From an optimization exercise on the open Yosys and OpenROAD flow, aimed at small area, a short achievable clock period and few clock cycles; shortcuts taken in it are not production practice.
In this exercise RTL edits were held to simulation tests only and were not proved equivalent to the original.
No activity file was given, so power comes from the tool's default toggle rates.

[flow/run.sh]
#!/bin/bash
# synth_recipe.tcl (not shown) runs the flow's synth.tcl, then flattens the netlist and writes it again
# the make line also repeats each setting of config.mk as NAME=value (left out here)
make -C /OpenROAD-flow-scripts/flow DESIGN_CONFIG=/design/flow/config.mk WORK_HOME=/design/flow/orfs CLKGATE_MAP_FILE= SYNTH_SCRIPT=/design/flow/synth_recipe.tcl finish
[flow/config.mk]
export PLATFORM = sky130hd
export DESIGN_NAME = sdft_cau
export DESIGN_NICKNAME = sdft_cau
export VERILOG_FILES = /design/flow/design.v
export SDC_FILE = /design/flow/constraint.sdc
export NUM_CORES = 4
export LEC_CHECK = 0
export CAP_MARGIN = 20
export CORE_MARGIN = 2
export CORE_UTILIZATION = 30
export SLEW_MARGIN = 20
[flow/constraint.sdc]
create_clock -name core_clock -period 20.0 [get_ports {clk}]
set_input_delay 4.0000 -clock core_clock [delete_from_list [all_inputs] [get_ports {clk}]]
set_output_delay 4.0000 -clock core_clock [all_outputs]
set_load 0.01 [all_outputs]
[flow/design.v]
module fp_mul (
    input  wire        clk,
    input  wire        rst,
    input  wire        start,
    input  wire [63:0] a_in,
    input  wire [63:0] b_in,
    output reg         done,
    output reg  [63:0] y
);
    reg  [63:0] a, b;            
    reg         busy;
    reg  [5:0]  cnt;
    reg  [52:0] acc;             
    reg  [52:0] mq;              
    wire        sa = a[63];
    wire        sb = b[63];
    wire [10:0] ea = a[62:52];
    wire [10:0] eb = b[62:52];
    wire [51:0] fa = a[51:0];
    wire [51:0] fb = b[51:0];
    wire a_nan  = (ea == 11'h7ff) && (fa != 52'd0);
    wire b_nan  = (eb == 11'h7ff) && (fb != 52'd0);
    wire a_inf  = (ea == 11'h7ff) && (fa == 52'd0);
    wire b_inf  = (eb == 11'h7ff) && (fb == 52'd0);
    wire a_zero = (ea == 11'd0) && (fa == 52'd0);
    wire b_zero = (eb == 11'd0) && (fb == 52'd0);
    wire sy     = sa ^ sb;
    wire [52:0] ma = {ea != 11'd0, fa};
    wire [52:0] mb = {eb != 11'd0, fb};
    wire [12:0] ea1 = (ea == 11'd0) ? 13'd1 : {2'b00, ea};
    wire [12:0] eb1 = (eb == 11'd0) ? 13'd1 : {2'b00, eb};
    wire [53:0]  step_sum = {1'b0, acc} + (mq[0] ? {1'b0, ma} : 54'd0);
    wire [105:0] p = {acc, mq};
    always @(posedge clk) begin
        if (rst) begin
            busy <= 1'b0;
            done <= 1'b0;
        end else begin
            done <= 1'b0;
            if (start) begin
                a    <= a_in;
                b    <= b_in;
                acc  <= 53'd0;
                mq   <= {b_in[62:52] != 11'd0, b_in[51:0]};
                cnt  <= 6'd0;
                busy <= 1'b1;
            end else if (busy) begin
                if (cnt == 6'd53) begin
                    busy <= 1'b0;
                    done <= 1'b1;
                    y    <= y_c;
                end else begin
                    {acc, mq} <= {step_sum, mq[52:1]};
                    cnt <= cnt + 6'd1;
                end
            end
        end
    end
    reg [6:0] lz;
    integer i;
    always @* begin
        lz = 7'd106;
        for (i = 0; i < 106; i = i + 1)
            if (p[i]) lz = 7'd105 - i[6:0];
    end
    wire [105:0] pn = p << lz;
    wire signed [14:0] er = $signed({2'b00, ea1}) + $signed({2'b00, eb1})
                          - 15'sd1022 - $signed({8'd0, lz});
    reg  [6:0]   shamt;
    reg  [225:0] wide;
    reg  [105:0] sh;
    reg          lost;
    reg  [10:0]  efield;
    reg  [52:0]  m53;
    reg          g, st;
    reg  [62:0]  pk;
    reg  [63:0]  y_c;
    always @* begin
        if (er >= 15'sd1) begin
            shamt  = 7'd0;
            efield = er[10:0];
        end else begin
            shamt  = (er < -15'sd118) ? 7'd120 : (7'd1 - er[6:0]);
            efield = 11'd0;
        end
        wide   = {pn, 120'd0} >> shamt;
        sh     = wide[225:120];
        lost   = |wide[119:0];
        m53    = sh[105:53];
        g      = sh[52];
        st     = (|sh[51:0]) | lost;
        pk = {efield, m53[51:0]} + {62'd0, g & (st | m53[0])};
        if (a_nan || b_nan || (a_inf && b_zero) || (a_zero && b_inf))
            y_c = 64'h7ff8_0000_0000_0000;
        else if (a_inf || b_inf)
            y_c = {sy, 11'h7ff, 52'd0};
        else if (a_zero || b_zero)
            y_c = {sy, 63'd0};
        else if (er >= 15'sd2047)
            y_c = {sy, 11'h7ff, 52'd0};
        else
            y_c = {sy, pk};
    end
endmodule
module fp_add (
    input  wire [63:0] a,
    input  wire [63:0] b,
    input  wire        sub,
    output reg  [63:0] y
);
    wire [63:0] bb = {b[63] ^ sub, b[62:0]};
    wire a_nan = (a[62:52] == 11'h7ff) && (a[51:0] != 52'd0);
    wire b_nan = (b[62:52] == 11'h7ff) && (b[51:0] != 52'd0);
    wire a_inf = (a[62:52] == 11'h7ff) && (a[51:0] == 52'd0);
    wire b_inf = (b[62:52] == 11'h7ff) && (b[51:0] == 52'd0);
    wire        swap = a[62:0] < bb[62:0];
    wire [63:0] x    = swap ? bb : a;
    wire [63:0] w    = swap ? a : bb;
    wire [11:0] ex1 = (x[62:52] == 11'd0) ? 12'd1 : {1'b0, x[62:52]};
    wire [11:0] ew1 = (w[62:52] == 11'd0) ? 12'd1 : {1'b0, w[62:52]};
    wire [55:0] mx  = {x[62:52] != 11'd0, x[51:0], 3'b000};
    wire [55:0] mw  = {w[62:52] != 11'd0, w[51:0], 3'b000};
    wire [11:0] d   = ex1 - ew1;
    wire        eff_sub = x[63] ^ w[63];
    reg  [111:0] wide;
    reg  [55:0]  mw_sh;
    reg  [56:0]  sum;
    reg  [55:0]  s56;
    reg  [11:0]  e;
    reg  [5:0]   lz;
    reg  [11:0]  shl;
    reg  [10:0]  efield;
    reg          g, st;
    reg  [62:0]  pk;
    integer i;
    always @* begin
        if (d >= 12'd56) begin
            wide  = 112'd0;
            mw_sh = {55'd0, mw != 56'd0};
        end else begin
            wide  = {mw, 56'd0} >> d[5:0];
            mw_sh = wide[111:56] | {55'd0, |wide[55:0]};
        end
        if (eff_sub)
            sum = {1'b0, mx} - {1'b0, mw_sh};
        else
            sum = {1'b0, mx} + {1'b0, mw_sh};
        lz = 6'd56;
        for (i = 0; i < 56; i = i + 1)
            if (sum[i]) lz = 6'd55 - i[5:0];
        if (sum[56]) begin
            s56 = {sum[56:2], sum[1] | sum[0]};
            e   = ex1 + 12'd1;
            shl = 12'd0;
        end else begin
            shl = ({6'd0, lz} < ex1 - 12'd1) ? {6'd0, lz} : (ex1 - 12'd1);
            s56 = sum[55:0] << shl;
            e   = ex1 - shl;
        end
        efield = s56[55] ? e[10:0] : 11'd0;
        g      = s56[2];
        st     = s56[1] | s56[0];
        pk = {efield, s56[54:3]} + {62'd0, g & (st | s56[3])};
        if (a_nan || b_nan || (a_inf && b_inf && (a[63] != bb[63])))
            y = 64'h7ff8_0000_0000_0000;
        else if (a_inf)
            y = a;
        else if (b_inf)
            y = bb;
        else if (sum == 57'd0)
            y = eff_sub ? 64'd0 : {x[63], 63'd0};
        else if (e >= 12'd2047)
            y = {x[63], 11'h7ff, 52'd0};
        else
            y = {x[63], pk};
    end
endmodule
module fp_sqrt (
    input  wire        clk,
    input  wire        rst,
    input  wire        start,
    input  wire [63:0] a,
    output reg         done,
    output reg  [63:0] y
);
    wire [10:0] ea = a[62:52];
    wire [51:0] fa = a[51:0];
    reg [5:0] lz;
    integer i;
    always @* begin
        lz = 6'd53;
        for (i = 0; i < 52; i = i + 1)
            if (fa[i]) lz = 6'd52 - i[5:0];
        if (ea != 11'd0) lz = 6'd0;
    end
    wire [52:0] m_norm = {ea != 11'd0, fa} << lz;
    wire signed [12:0] e_unb = (ea == 11'd0) ? (-13'sd1022 - $signed({7'd0, lz}))
                                             : ($signed({2'b00, ea}) - 13'sd1023);
    wire        odd   = e_unb[0];
    wire [53:0] rad   = odd ? {m_norm, 1'b0} : {1'b0, m_norm};
    wire signed [12:0] e_even = odd ? (e_unb - 13'sd1) : e_unb;
    wire signed [12:0] e_res  = (e_even >>> 1) + 13'sd1023;
    reg         busy;
    reg  [5:0]  cnt;
    reg  [53:0] xr;       
    reg  [57:0] rem;
    reg  [53:0] q;
    reg  [10:0] eres;
    wire [57:0] rem_sh = {rem[55:0], xr[53:52]};
    wire [57:0] trial  = {2'b00, q[53:0], 2'b01};
    wire        fits   = rem_sh >= trial;
    wire        rnd    = q[0] & ((rem != 58'd0) | q[1]);
    wire [62:0] pk = {eres, q[52:1]} + {62'd0, rnd};
    always @(posedge clk) begin
        if (rst) begin
            busy <= 1'b0;
            done <= 1'b0;
        end else begin
            done <= 1'b0;
            if (start) begin
                if (ea == 11'h7ff && fa != 52'd0) begin
                    y    <= 64'h7ff8_0000_0000_0000;
                    done <= 1'b1;
                end else if (ea == 11'd0 && fa == 52'd0) begin
                    y    <= a;                        
                    done <= 1'b1;
                end else if (a[63]) begin
                    y    <= 64'h7ff8_0000_0000_0000;
                    done <= 1'b1;
                end else if (ea == 11'h7ff) begin
                    y    <= a;                        
                    done <= 1'b1;
                end else begin
                    busy <= 1'b1;
                    cnt  <= 6'd0;
                    xr   <= rad;
                    rem  <= 58'd0;
                    q    <= 54'd0;
                    eres <= e_res[10:0];
                end
            end else if (busy) begin
                if (cnt == 6'd54) begin
                    busy <= 1'b0;
                    done <= 1'b1;
                    y    <= {1'b0, pk};
                end else begin
                    cnt <= cnt + 6'd1;
                    xr  <= {xr[51:0], 2'b00};
                    if (fits) begin
                        rem <= rem_sh - trial;
                        q   <= {q[52:0], 1'b1};
                    end else begin
                        rem <= rem_sh;
                        q   <= {q[52:0], 1'b0};
                    end
                end
            end
        end
    end
endmodule
module sdft_cau (
    input  wire        clk,
    input  wire        rst,
    input  wire        in_valid,
    output wire        in_ready,
    input  wire [1:0]  in_op,       
    input  wire [63:0] in_a_re,
    input  wire [63:0] in_a_im,
    input  wire [63:0] in_b_re,
    input  wire [63:0] in_b_im,
    output reg         out_valid,
    output reg  [63:0] out_re,
    output reg  [63:0] out_im
);
    localparam OP_CADD = 2'd0, OP_CSUB = 2'd1, OP_CMUL = 2'd2, OP_CMAG = 2'd3;
    reg        busy;
    reg [1:0]  op;
    reg [2:0]  step;
    reg [63:0] a_re, a_im, b_re, b_im;
    reg [63:0] t0, t1, t2, t3;
    reg        mul_wait;    
    assign in_ready = !busy;
    reg [63:0] mul_a, mul_b;
    always @* begin
        case (step)
            3'd0:    begin mul_a = a_re; mul_b = (op == OP_CMAG) ? a_re : b_re; end
            3'd1:    begin mul_a = a_im; mul_b = (op == OP_CMAG) ? a_im : b_im; end
            3'd2:    begin mul_a = a_re; mul_b = b_im; end
            default: begin mul_a = a_im; mul_b = b_re; end
        endcase
    end
    reg [63:0] add_a, add_b;
    reg        add_sub;
    always @* begin
        add_a   = t0;
        add_b   = t1;
        add_sub = 1'b0;
        case (op)
            OP_CADD, OP_CSUB: begin
                add_a   = (step == 3'd0) ? a_re : a_im;
                add_b   = (step == 3'd0) ? b_re : b_im;
                add_sub = (op == OP_CSUB);
            end
            OP_CMUL: begin
                add_a   = (step == 3'd4) ? t0 : t2;
                add_b   = (step == 3'd4) ? t1 : t3;
                add_sub = (step == 3'd4);
            end
            default: begin
                add_a   = t0;
                add_b   = t1;
                add_sub = 1'b0;
            end
        endcase
    end
    wire [63:0] mul_y, add_y, sqrt_y;
    wire        mul_done, sqrt_done;
    wire        sqrt_start = busy && (op == OP_CMAG) && (step == 3'd3);
    wire        mul_step   = busy && ((op == OP_CMUL && step <= 3'd3) ||
                                      (op == OP_CMAG && step <= 3'd1));
    wire        mul_start  = mul_step && !mul_wait;
    fp_mul  u_mul  (.clk(clk), .rst(rst), .start(mul_start), .a_in(mul_a), .b_in(mul_b),
                    .done(mul_done), .y(mul_y));
    fp_add  u_add  (.a(add_a), .b(add_b), .sub(add_sub), .y(add_y));
    fp_sqrt u_sqrt (.clk(clk), .rst(rst), .start(sqrt_start), .a(t2),
                    .done(sqrt_done), .y(sqrt_y));
    always @(posedge clk) begin
        if (rst) begin
            busy      <= 1'b0;
            step      <= 3'd0;
            mul_wait  <= 1'b0;
            out_valid <= 1'b0;
        end else begin
            out_valid <= 1'b0;
            if (mul_start) mul_wait <= 1'b1;
            if (mul_done)  mul_wait <= 1'b0;
            if (!busy) begin
                if (in_valid) begin
                    busy <= 1'b1;
                    op   <= in_op;
                    step <= 3'd0;
                    a_re <= in_a_re;
                    a_im <= in_a_im;
                    b_re <= in_b_re;
                    b_im <= in_b_im;
                end
            end else begin
                case (op)
                    OP_CADD, OP_CSUB: begin
                        if (step == 3'd0) begin
                            out_re <= add_y;
                            step   <= 3'd1;
                        end else begin
                            out_im    <= add_y;
                            out_valid <= 1'b1;
                            busy      <= 1'b0;
                        end
                    end
                    OP_CMUL: begin
                        case (step)
                            3'd0: if (mul_done) begin t0 <= mul_y; step <= 3'd1; end
                            3'd1: if (mul_done) begin t1 <= mul_y; step <= 3'd2; end
                            3'd2: if (mul_done) begin t2 <= mul_y; step <= 3'd3; end
                            3'd3: if (mul_done) begin t3 <= mul_y; step <= 3'd4; end
                            3'd4: begin out_re <= add_y; step <= 3'd5; end
                            default: begin
                                out_im    <= add_y;
                                out_valid <= 1'b1;
                                busy      <= 1'b0;
                            end
                        endcase
                    end
                    default: begin  
                        case (step)
                            3'd0: if (mul_done) begin t0 <= mul_y; step <= 3'd1; end
                            3'd1: if (mul_done) begin t1 <= mul_y; step <= 3'd2; end
                            3'd2: begin t2 <= add_y; step <= 3'd3; end
                            3'd3: step <= 3'd4;       
                            default: begin
                                if (sqrt_done) begin
                                    out_re    <= sqrt_y;
                                    out_im    <= 64'd0;
                                    out_valid <= 1'b1;
                                    busy      <= 1'b0;
                                end
                            end
                        endcase
                    end
                endcase
            end
        end
    end
endmodule
==> run summary <==
[cell usage after synthesis, types with 151 or more instances]
library cell / instances / area (um2)
nor2_1: 1309 / 4910
edfxtp_1: 1193 / 35800
nand2_1: 1170 / 4390
a21oi_1: 817 / 4090
o21ai_0: 698 / 3490
mux2i_1: 687 / 6880
clkbuf_1: 636 / 2390
inv_1: 459 / 1720
nand3_1: 359 / 1800
ha_1: 349 / 4370
nor3_1: 330 / 1650
mux2_2: 237 / 2670
xnor2_1: 237 / 2080
a211oi_1: 223 / 1670
nor4_1: 183 / 1140
o211ai_1: 177 / 1330
nand4_1: 151 / 945
[stage by stage]
step                      worst slack, ns  area [um2]  instances  utilization [%]
after floorplan                    0.0248      105000      12100                -
after global placement            -0.0150      125000      17900             36.0
after detailed placement          -0.0711      125000      17900             36.0
after CTS                         0.00611      129000      18200             37.3
after global routing              -0.0754      130000      18200             37.6
final                               0.594      130000      18200             37.6
[layer usage]
| layer | GRT usage [%] | wire (um) | vias to the layer above |
|---|---|---|---|
| li1 | - | - | 49000 |
| met5 | 0 | 763 | - |
| met2 | 46.2 | 243000 | 7248 |
| met4 | 21.2 | 48000 | 28 |
| met1 | 46.8 | 262000 | 55500 |
| met3 | 8.72 | 71100 | 1353 |
[where the power goes]
part           internal (mW)  leakage [nW]  switching, mW
combinational           3.35          37.1           5.23
sequential              2.95          11.0         0.0782
clock                   1.53          2.25           1.16
total                   7.83          50.4           6.47
[kinds of logic (layout without fill, tap and decap cells)]
group / Yosys count / in the layout
and+or+nand+nor: 4201 / 4201
AOI/OAI and AO/OA: 3679 / 3679
buffers and inverters: 1309 / 2842
DFF: 1203 / 1203
muxes: 980 / 980
xor gates and xnor gates: 362 / 362
adders and majority gates: 355 / 355
other: 0 / 23
[final cells by class]
type | count | area (um2) | area share (%)
repair buffers | 2122 | 17600 | 13.5
clock buffers | 162 | 3670 | 2.82
multi-input cells | 9577 | 64500 | 49.5
inverters | 467 | 1760 | 1.35
flip-flops and latches | 1203 | 36000 | 27.7
well taps | 4578 | 5730 | 4.40
clock inverters | 91 | 991 | 0.760
diodes | 23 | 57.6 | 0.0442
[what timing repair did]
| item | CTS | global route |
|---|---|---|
| setup buffers | 2 | 27 |
| pin swaps | 2 | 39 |
| cloned | 0 | 1 |
| resized for setup | 5 | 130 |
| setup endpoints to repair | 35 | 189 |
[layout by cell type (no fill, tap or decap), drive strengths merged, types with 62 or more instances in the layout]
| cell | instances |
|---|---|
| inv | 472 |
| o221ai | 134 |
| a221o | 128 |
| a31oi | 105 |
| a22o | 65 |
| xor2 | 125 |
| nor3 | 341 |
| mux2 | 250 |
| a21o | 148 |
| or2 | 62 |
| o22ai | 148 |
| a211oi | 226 |
| clkdlybuf4s50 | 390 |
| nor4 | 196 |
| a21oi | 820 |
| clkbuf | 163 |
| nand3 | 361 |
| ha | 349 |
| a22oi | 126 |
| o21ai | 734 |
| edfxtp | 1193 |
| and3 | 103 |
| a221oi | 82 |
| nand4 | 151 |
| nand2b | 75 |
| o211ai | 179 |
| or3 | 73 |
| nor2 | 1313 |
| mux2i | 690 |
| xnor2 | 237 |
| o31ai | 129 |
| and2 | 150 |
| nand2 | 1171 |
| buf | 1731 |
[critical path: cells and delay by family (launching register included)]
family	cells	cell delay [ns]
flip-flops	1	0.38
multiplexers	1	0.37
buffers and inverters	22	3.63
AND/OR/NAND/NOR	24	5.33
XOR/XNOR	2	0.53
AO/OA/AOI/OAI	36	7.67
adder cells (fa/ha/maj)	4	1.26
[final timing paths]
check,startpoint,depth (start not counted),endpoint,slack [ns]
setup / recovery,step[0],89,t2[44],0.59
hold / removal,u_sqrt.busy,2,u_sqrt.busy,0.47
setup reg to reg,step[0],89,t2[44],0.59
hold reg to reg,u_sqrt.busy,2,u_sqrt.busy,0.47
==> flow_summary.json <==
{
  "setup_violations": 0,
  "cts.sinks": 1203,
  "ant_nets": 0,
  "cpMaxStageDelayCell": "or4_4",
  "finalNetCount": 14100,
  "synth.area.mux_share_pct": 10.2,
  "synthCells": 12100,
  "worstPathArrival_ns": 20.12,
  "synth-xor-area-share_pct": 3.03,
  "yosys_warnings": 4,
  "vias": 113000,
  "io_buffers": 390,
  "grt-ovfl-total": 0,
  "min_path_type": "flop to flop",
  "max_stage_delay_ns": 0.61,
  "dieArea_um2": 353000,
  "fmax_mhz": 51.5,
  "drv_cap": 0,
  "rows": 216,
  "fp.dieW_um": 594,
  "fin_skew_ns": 0.0925,
  "maxSlewHeadroom_pct": 7.31,
  "seq_area_frac_synth_pct": 34.5,
  "grt_pass1_wl_mm": 850,
  "syn_area_per_cell_um2": 8.64,
  "synthesis.nets": 12700,
  "cts-root-buf": "clkbuf_16",
  "n_fill_cell": 35500,
  "synth_fa_ha_area_share_pct": 4.29,
  "cts_made_buffers": 142,
  "syn_area_um2": 104000,
  "htreeDepth": 4,
  "setup_tns_ns": 0,
  "power.total_mw": 14.3,
  "drc_errors": 0,
  "period_needed_ns": 19.41,
  "cpMostUsedCell": "buf_4",
  "startpoint_type": "flop",
  "synth_cell_types": 136,
  "synth_seq_cells": 1203,
  "power_density_nw_per_um2": 110,
  "firstDrtPassIters": 8,
  "syn_to_final_growth_pct": 24.7,
  "initial_core_util_pct": 30.2,
  "hold_ws_ns": 0.474,
  "ios": 391,
  "hold_buffers": 0,
  "cts_tree": "yes",
  "via_per_inst": 6.21,
  "finalWirelength_mm": 625,
  "hpwl_mm": 498,
  "synthSimpleGateAreaFrac_pct": 19.0,
  "max_slew.worst_pin.slew_ns": 1.38,
  "grt_usage_pct": 33.8,
  "dieHeight_um": 594,
  "cts.path.max_buffers": 4,
  "synth_compound_gate_area_share_pct": 24.2,
  "clkTransAtPathRegs_ns": 0.06,
  "synth_top_family_by_area": "compound AO/OA/AOI/OAI gates",
  "synth_ff_type": "edfxtp_1",
  "grt_max_degree": 184,
  "grt_pass1_vias": 104000,
  "hold_viol": 0,
  "crit_path_end_kind": "flop",
  "drive_gt1_share_pct": 19.2,
  "critPathRequiredTime_ns": 20.72,
  "slew_viol_final": 0,
  "async_flop_share_pct": 0,
  "antenna_found_initial": 60,
  "synth_enable_flop_cells": 1193,
  "avgRoutedWirePerCell_um": 34.3,
  "ir_worst_vdd_uv": 101,
  "critPathKind": "flop to flop",
  "cp_max_fo": 17,
  "dr.first_iter.drc_count": 17500,
  "clk_latency_ns": 0.92,
  "coreArea_um2": 346000,
  "p_leak_nw": 50.4,
  "status": "finished clean",
  "min_period_over_period_pct": 97.0,
  "routabilityCongestion": 1.06
}
Testbench counts, summed over its fixed seeds: cycles 615,568.

-- what the ideal ports hide --
The flow's constraints put no driver on any port. The routed layout listed below was extracted and timed again, unchanged, in two steps. Step 1 assumes that a clkbuf_16 drives the clock port and a buf_2 every other input. Step 2 adds t to the input delays and takes it off the output delays; t is the mean of the earliest and latest rising clock arrival at the registers after step 1. Input paths then give back, and output paths get back, about the clock's delay inside the block. Three values: no drivers, after step 1, after step 2; two values: the first two.
t (ns): 0.989
slack for setup (ns): 0.594 / 0.594 / 0.594
worst data-port slew with drivers (ns): 0.19
After both steps setup and hold are still met in this run. For this run, drivers alone change the setup slack by 0.000 ns; drivers and shift together by 0.000 ns.
